What follows belongs to an exercise in optimizing a design on an open flow for small area and a short achievable clock period; a production flow would make more cautious choices.
Only simulation tests tie the RTL to the original design; equivalence was not proved.
Power is estimated from default activity; no workload was simulated.

==> flow/design.v (excerpt) <==
module rdm630_core (
    input  wire         clk,
    input  wire         rst,         
    input  wire         rx_valid,
    input  wire [7:0]   rx_data,
    output wire         rx_ready,
    input  wire         eval,
    output wire         res_valid,
    output wire [1:0]   res,
    output wire         fvalid,
    output wire [111:0] frame,
    output wire         xst,
    output wire [39:0]  card,
    output wire [7:0]   csum,
    output wire [7:0]   p6
);
    localparam [7:0] START_B = 8'h02;
    localparam [7:0] END_B   = 8'h03;
    reg [4:0]   cursor;      
    reg         in_frame;
    reg         ok;          
    reg [111:0] sr;          
    reg [111:0] frame_q;     
    reg         fvalid_q;
    wire full = cursor[4];                   
    assign rx_ready = !full && !rst;
    wire fire     = rx_valid && rx_ready;
    wire mark_n;
    rdm630_mark u_mark (
        .d      (rx_data[7:1]),
        .mark_n (mark_n)
    );
    wire is_start = !mark_n && !rx_data[0];
    wire is_end   = !mark_n &&  rx_data[0];
    wire is_hex   = ((rx_data >= 8'h30) && (rx_data <= 8'h39)) ||
  ...
For scale: ~780 cells after synthesis, ~190 I/O pins.
export LEC_CHECK = 0
export CAP_MARGIN = 20
export CORE_MARGIN = 2
export CORE_UTILIZATION = 60
export CTS_BUF_LIST = sky130_fd_sc_hd__clkbuf_8
export CTS_CLUSTER_DIAMETER = 60
export CTS_CLUSTER_SIZE = 16
export PLACE_DENSITY = 0.8
export SETUP_SLACK_MARGIN = 5
export SLEW_MARGIN = 20
export SYNTH_HIERARCHICAL = 1
export SYNTH_MINIMUM_KEEP_SIZE = 0
create_clock -name core_clock -period 10.0 [get_ports {clk}]
standard.sh (not shown) runs the stock make flow with config.mk's settings and CLKGATE_MAP_FILE= SYNTH_SCRIPT=/design/flow/synth_recipe.tcl, a recipe that flattens the netlist after the stock synthesis.
==> flow/flow/run.sh <==
#!/bin/bash
set -euo pipefail
bash standard.sh \
    "SYNTH_SCRIPT=$PWD/flow/my_synth.tcl" \
    "BUFFER_PORTS_ARGS=-buffer_cell sky130_fd_sc_hd__buf_1" \
    SETUP_SLACK_MARGIN=5.35 \
    finish > flow_make.log 2>&1
==> flow/flow/hand_cells.v <==
// Hand-mapped sky130hd netlists for the two small modules on the design's
// input-to-output path (rdm630_mark, rdm630_res). They implement exactly the
// RTL modules of the same names; my_synth.tcl puts them in place of ABC's
// mapping of those modules.

// mark_n = !(d[7:1] == 7'b0000001)
module rdm630_mark (d, mark_n);
    input  [7:1] d;
    output       mark_n;
    wire a, b, c;
    sky130_fd_sc_hd__nor2_1  u_a (.A(d[7]), .B(d[6]), .Y(a));
    sky130_fd_sc_hd__nor2_1  u_b (.A(d[5]), .B(d[4]), .Y(b));
    sky130_fd_sc_hd__nor3b_1 u_c (.A(d[3]), .B(d[2]), .C_N(d[1]), .Y(c));
    sky130_fd_sc_hd__nand3_1 u_m (.A(a), .B(b), .C(c), .Y(mark_n));
endmodule

// res = mark_n ? (rx_valid ? pn : r0) : (rx_valid ? (d0 ? pe : ps) : r0)
module rdm630_res (rx_valid, mark_n, d0, r0, pn, pe, ps, res);
    input        rx_valid, mark_n, d0;
    input  [1:0] r0, pn, pe, ps;
    output [1:0] res;
    wire         vn;
    wire   [1:0] t, r0n, a, b, mn, nn;
    sky130_fd_sc_hd__inv_1 u_vn (.A(rx_valid), .Y(vn));
    genvar i;
    generate
        for (i = 0; i < 2; i = i + 1) begin : g_bit
            // t = !(d0 ? pe : ps)
            sky130_fd_sc_hd__mux2i_1 u_t   (.A0(ps[i]), .A1(pe[i]), .S(d0), .Y(t[i]));
            sky130_fd_sc_hd__inv_1   u_r0n (.A(r0[i]), .Y(r0n[i]));
            // mn = rx_valid ? t : !r0 = !(rx_valid ? (d0 ? pe : ps) : r0)
            sky130_fd_sc_hd__nand2_1 u_a   (.A(rx_valid), .B(t[i]), .Y(a[i]));
            sky130_fd_sc_hd__nand2_1 u_b   (.A(vn), .B(r0n[i]), .Y(b[i]));
            sky130_fd_sc_hd__nand2_1 u_m   (.A(a[i]), .B(b[i]), .Y(mn[i]));
            // nn = !(rx_valid ? pn : r0)
            sky130_fd_sc_hd__mux2i_1 u_n   (.A0(r0[i]), .A1(pn[i]), .S(rx_valid), .Y(nn[i]));
            // res = !(mark_n ? nn : mn)
            sky130_fd_sc_hd__mux2i_1 u_r   (.A0(mn[i]), .A1(nn[i]), .S(mark_n), .Y(res[i]));
        end
    endgenerate
endmodule
Other scripts of this flow, unchanged in this note and not shown: flow/flow/my_synth.tcl
The baseline went through all stages and came out clean.
==> next run, changes <==
--- a/flow/flow/run.sh
+++ b/flow/flow/run.sh
@@ -6 +6 @@
-    SETUP_SLACK_MARGIN=5.35 \
+    SETUP_SLACK_MARGIN=5.15 \
==> flow/flow/hand_cells.v (replaced) <==
// Hand-mapped sky130hd netlists for the two small modules on the design's
// input-to-output path (rdm630_mark, rdm630_res). They implement exactly the
// RTL modules of the same names; my_synth.tcl puts them in place of ABC's
// mapping of those modules.

// mark_n = !(d[7:1] == 7'b0000001)
module rdm630_mark (d, mark_n);
    input  [7:1] d;
    output       mark_n;
    wire a, b, c;
    sky130_fd_sc_hd__nor2_1  u_a (.A(d[7]), .B(d[6]), .Y(a));
    sky130_fd_sc_hd__nor2_1  u_b (.A(d[5]), .B(d[4]), .Y(b));
    sky130_fd_sc_hd__nor3b_1 u_c (.A(d[3]), .B(d[2]), .C_N(d[1]), .Y(c));
    sky130_fd_sc_hd__nand3_1 u_m (.A(a), .B(b), .C(c), .Y(mark_n));
endmodule

// res = mark_n ? (rx_valid ? pn : r0) : (rx_valid ? (d0 ? pe : ps) : r0)
module rdm630_res (rx_valid, mark_n, d0, r0, pn, pe, ps, res);
    input        rx_valid, mark_n, d0;
    input  [1:0] r0, pn, pe, ps;
    output [1:0] res;
    wire   [1:0] xs, xn, yn;
    sky130_fd_sc_hd__mux2_1  u_x0_0 (.A0(ps[0]), .A1(pe[0]), .S(d0), .X(xs[0]));
    sky130_fd_sc_hd__mux2_1  u_x0_1 (.A0(ps[1]), .A1(pe[1]), .S(d0), .X(xs[1]));
    sky130_fd_sc_hd__mux2i_1 u_x1_0 (.A0(r0[0]), .A1(xs[0]), .S(rx_valid), .Y(xn[0]));
    sky130_fd_sc_hd__mux2i_1 u_x1_1 (.A0(r0[1]), .A1(xs[1]), .S(rx_valid), .Y(xn[1]));
    sky130_fd_sc_hd__mux2i_1 u_y_0  (.A0(r0[0]), .A1(pn[0]), .S(rx_valid), .Y(yn[0]));
    sky130_fd_sc_hd__mux2i_1 u_y_1  (.A0(r0[1]), .A1(pn[1]), .S(rx_valid), .Y(yn[1]));
    sky130_fd_sc_hd__mux2i_1 u_r_0  (.A0(xn[0]), .A1(yn[0]), .S(mark_n), .Y(res[0]));
    sky130_fd_sc_hd__mux2i_1 u_r_1  (.A0(xn[1]), .A1(yn[1]), .S(mark_n), .Y(res[1]));
endmodule
--- a/flow/config.mk
+++ b/flow/config.mk
@@ -11,3 +11,3 @@
-export CTS_BUF_LIST = sky130_fd_sc_hd__clkbuf_8
-export CTS_CLUSTER_DIAMETER = 60
-export CTS_CLUSTER_SIZE = 16
+export CTS_BUF_LIST = sky130_fd_sc_hd__clkbuf_16
+export CTS_CLUSTER_DIAMETER = 80
+export CTS_CLUSTER_SIZE = 30
The changed run finished with timing, DRC and antenna clean.
Hold slack is about the same.
Routed wire length went down by 1.4%.
Clock skew came out lower by 3.5 ps.
Via count came out lower by 1.6%.
Worst setup slack gets worse by 47 ps.
Register-to-register slack gets better by 30 ps.
Die area is about the same.
Cell area barely changes.
Cell count went down by 2.0%.
Total power went up by 3.0%.
Global-route usage is lower by 0.19 points.
==> next run, changes <==
--- a/flow/flow/run.sh
+++ b/flow/flow/run.sh
@@ -6 +6 @@
-    SETUP_SLACK_MARGIN=5.15 \
+    SETUP_SLACK_MARGIN=5.35 \
--- a/flow/flow/hand_cells.v
+++ b/flow/flow/hand_cells.v
@@ -22,9 +22,19 @@
-    wire   [1:0] xs, xn, yn;
-    sky130_fd_sc_hd__mux2_1  u_x0_0 (.A0(ps[0]), .A1(pe[0]), .S(d0), .X(xs[0]));
-    sky130_fd_sc_hd__mux2_1  u_x0_1 (.A0(ps[1]), .A1(pe[1]), .S(d0), .X(xs[1]));
-    sky130_fd_sc_hd__mux2i_1 u_x1_0 (.A0(r0[0]), .A1(xs[0]), .S(rx_valid), .Y(xn[0]));
-    sky130_fd_sc_hd__mux2i_1 u_x1_1 (.A0(r0[1]), .A1(xs[1]), .S(rx_valid), .Y(xn[1]));
-    sky130_fd_sc_hd__mux2i_1 u_y_0  (.A0(r0[0]), .A1(pn[0]), .S(rx_valid), .Y(yn[0]));
-    sky130_fd_sc_hd__mux2i_1 u_y_1  (.A0(r0[1]), .A1(pn[1]), .S(rx_valid), .Y(yn[1]));
-    sky130_fd_sc_hd__mux2i_1 u_r_0  (.A0(xn[0]), .A1(yn[0]), .S(mark_n), .Y(res[0]));
-    sky130_fd_sc_hd__mux2i_1 u_r_1  (.A0(xn[1]), .A1(yn[1]), .S(mark_n), .Y(res[1]));
+    wire         vn;
+    wire   [1:0] t, r0n, a, b, mn, nn;
+    sky130_fd_sc_hd__inv_1 u_vn (.A(rx_valid), .Y(vn));
+    genvar i;
+    generate
+        for (i = 0; i < 2; i = i + 1) begin : g_bit
+            // t = !(d0 ? pe : ps)
+            sky130_fd_sc_hd__mux2i_1 u_t   (.A0(ps[i]), .A1(pe[i]), .S(d0), .Y(t[i]));
+            sky130_fd_sc_hd__inv_1   u_r0n (.A(r0[i]), .Y(r0n[i]));
+            // mn = rx_valid ? t : !r0 = !(rx_valid ? (d0 ? pe : ps) : r0)
+            sky130_fd_sc_hd__nand2_1 u_a   (.A(rx_valid), .B(t[i]), .Y(a[i]));
+            sky130_fd_sc_hd__nand2_1 u_b   (.A(vn), .B(r0n[i]), .Y(b[i]));
+            sky130_fd_sc_hd__nand2_1 u_m   (.A(a[i]), .B(b[i]), .Y(mn[i]));
+            // nn = !(rx_valid ? pn : r0)
+            sky130_fd_sc_hd__mux2i_1 u_n   (.A0(r0[i]), .A1(pn[i]), .S(rx_valid), .Y(nn[i]));
+            // res = !(mark_n ? nn : mn)
+            sky130_fd_sc_hd__mux2i_1 u_r   (.A0(mn[i]), .A1(nn[i]), .S(mark_n), .Y(res[i]));
+        end
+    endgenerate
After rerunning: Non-clock buffer count rises by 1; design area stays flat; synthesized cell count rose by 0.91%; register-to-register slack is worse by 40 ps; worst setup slack gains 61 ps; clock skew rose by 6.2 ps; via count climbs by 1.5%.
==> next run, changes <==
--- a/flow/config.mk
+++ b/flow/config.mk
@@ -12,2 +12,2 @@
-export CTS_CLUSTER_DIAMETER = 80
-export CTS_CLUSTER_SIZE = 30
+export CTS_CLUSTER_DIAMETER = 100
+export CTS_CLUSTER_SIZE = 24
After rerunning:
- power goes up by 2.7%
- register-to-register slack is about the same
- sequential share of layout area goes down by 0.29 points
- wire length goes up by 0.58%
- core utilization goes up by 0.36 points
- setup slack is better by 15 ps

[port drivers added, routing unchanged]
Ports are ideal in the flow. The routed layouts listed here were re-timed in OpenROAD. Step 1: set_driving_cell puts a clkbuf_16 on clk and a buf_2 on each other input, an assumption about the parent block. Step 2 adds t to the input delays and takes it off the output delays; t is the mean of the earliest and latest rising clock arrival at the registers after step 1. Input paths then give back, and output paths get back, about the clock's delay inside the block. Slacks: no drivers / after step 1 / after step 2; pairs: no drivers / after step 1.
run | t (ns) | setup WS [ns] | worst setup path after step 2 | worst slew at a driven data input, ns | cell pins on the clock port's net
the first run | 0.532 | 5.249 / 5.213 / 5.051 | input to register | 0.06 | 1
the second run | 0.489 | 5.202 / 5.163 / 5.163 | input to output | 0.04 | 1
the third run | 0.490 | 5.263 / 5.216 / 5.059 | input to register | 0.06 | 1
the fourth run | 0.486 | 5.278 / 5.230 / 5.072 | input to register | 0.06 | 1
After both steps every run listed still meets setup and hold. The setup slack of the fourth run, which loses most, moves by -0.048 ns with the drivers and by -0.206 ns with both steps.
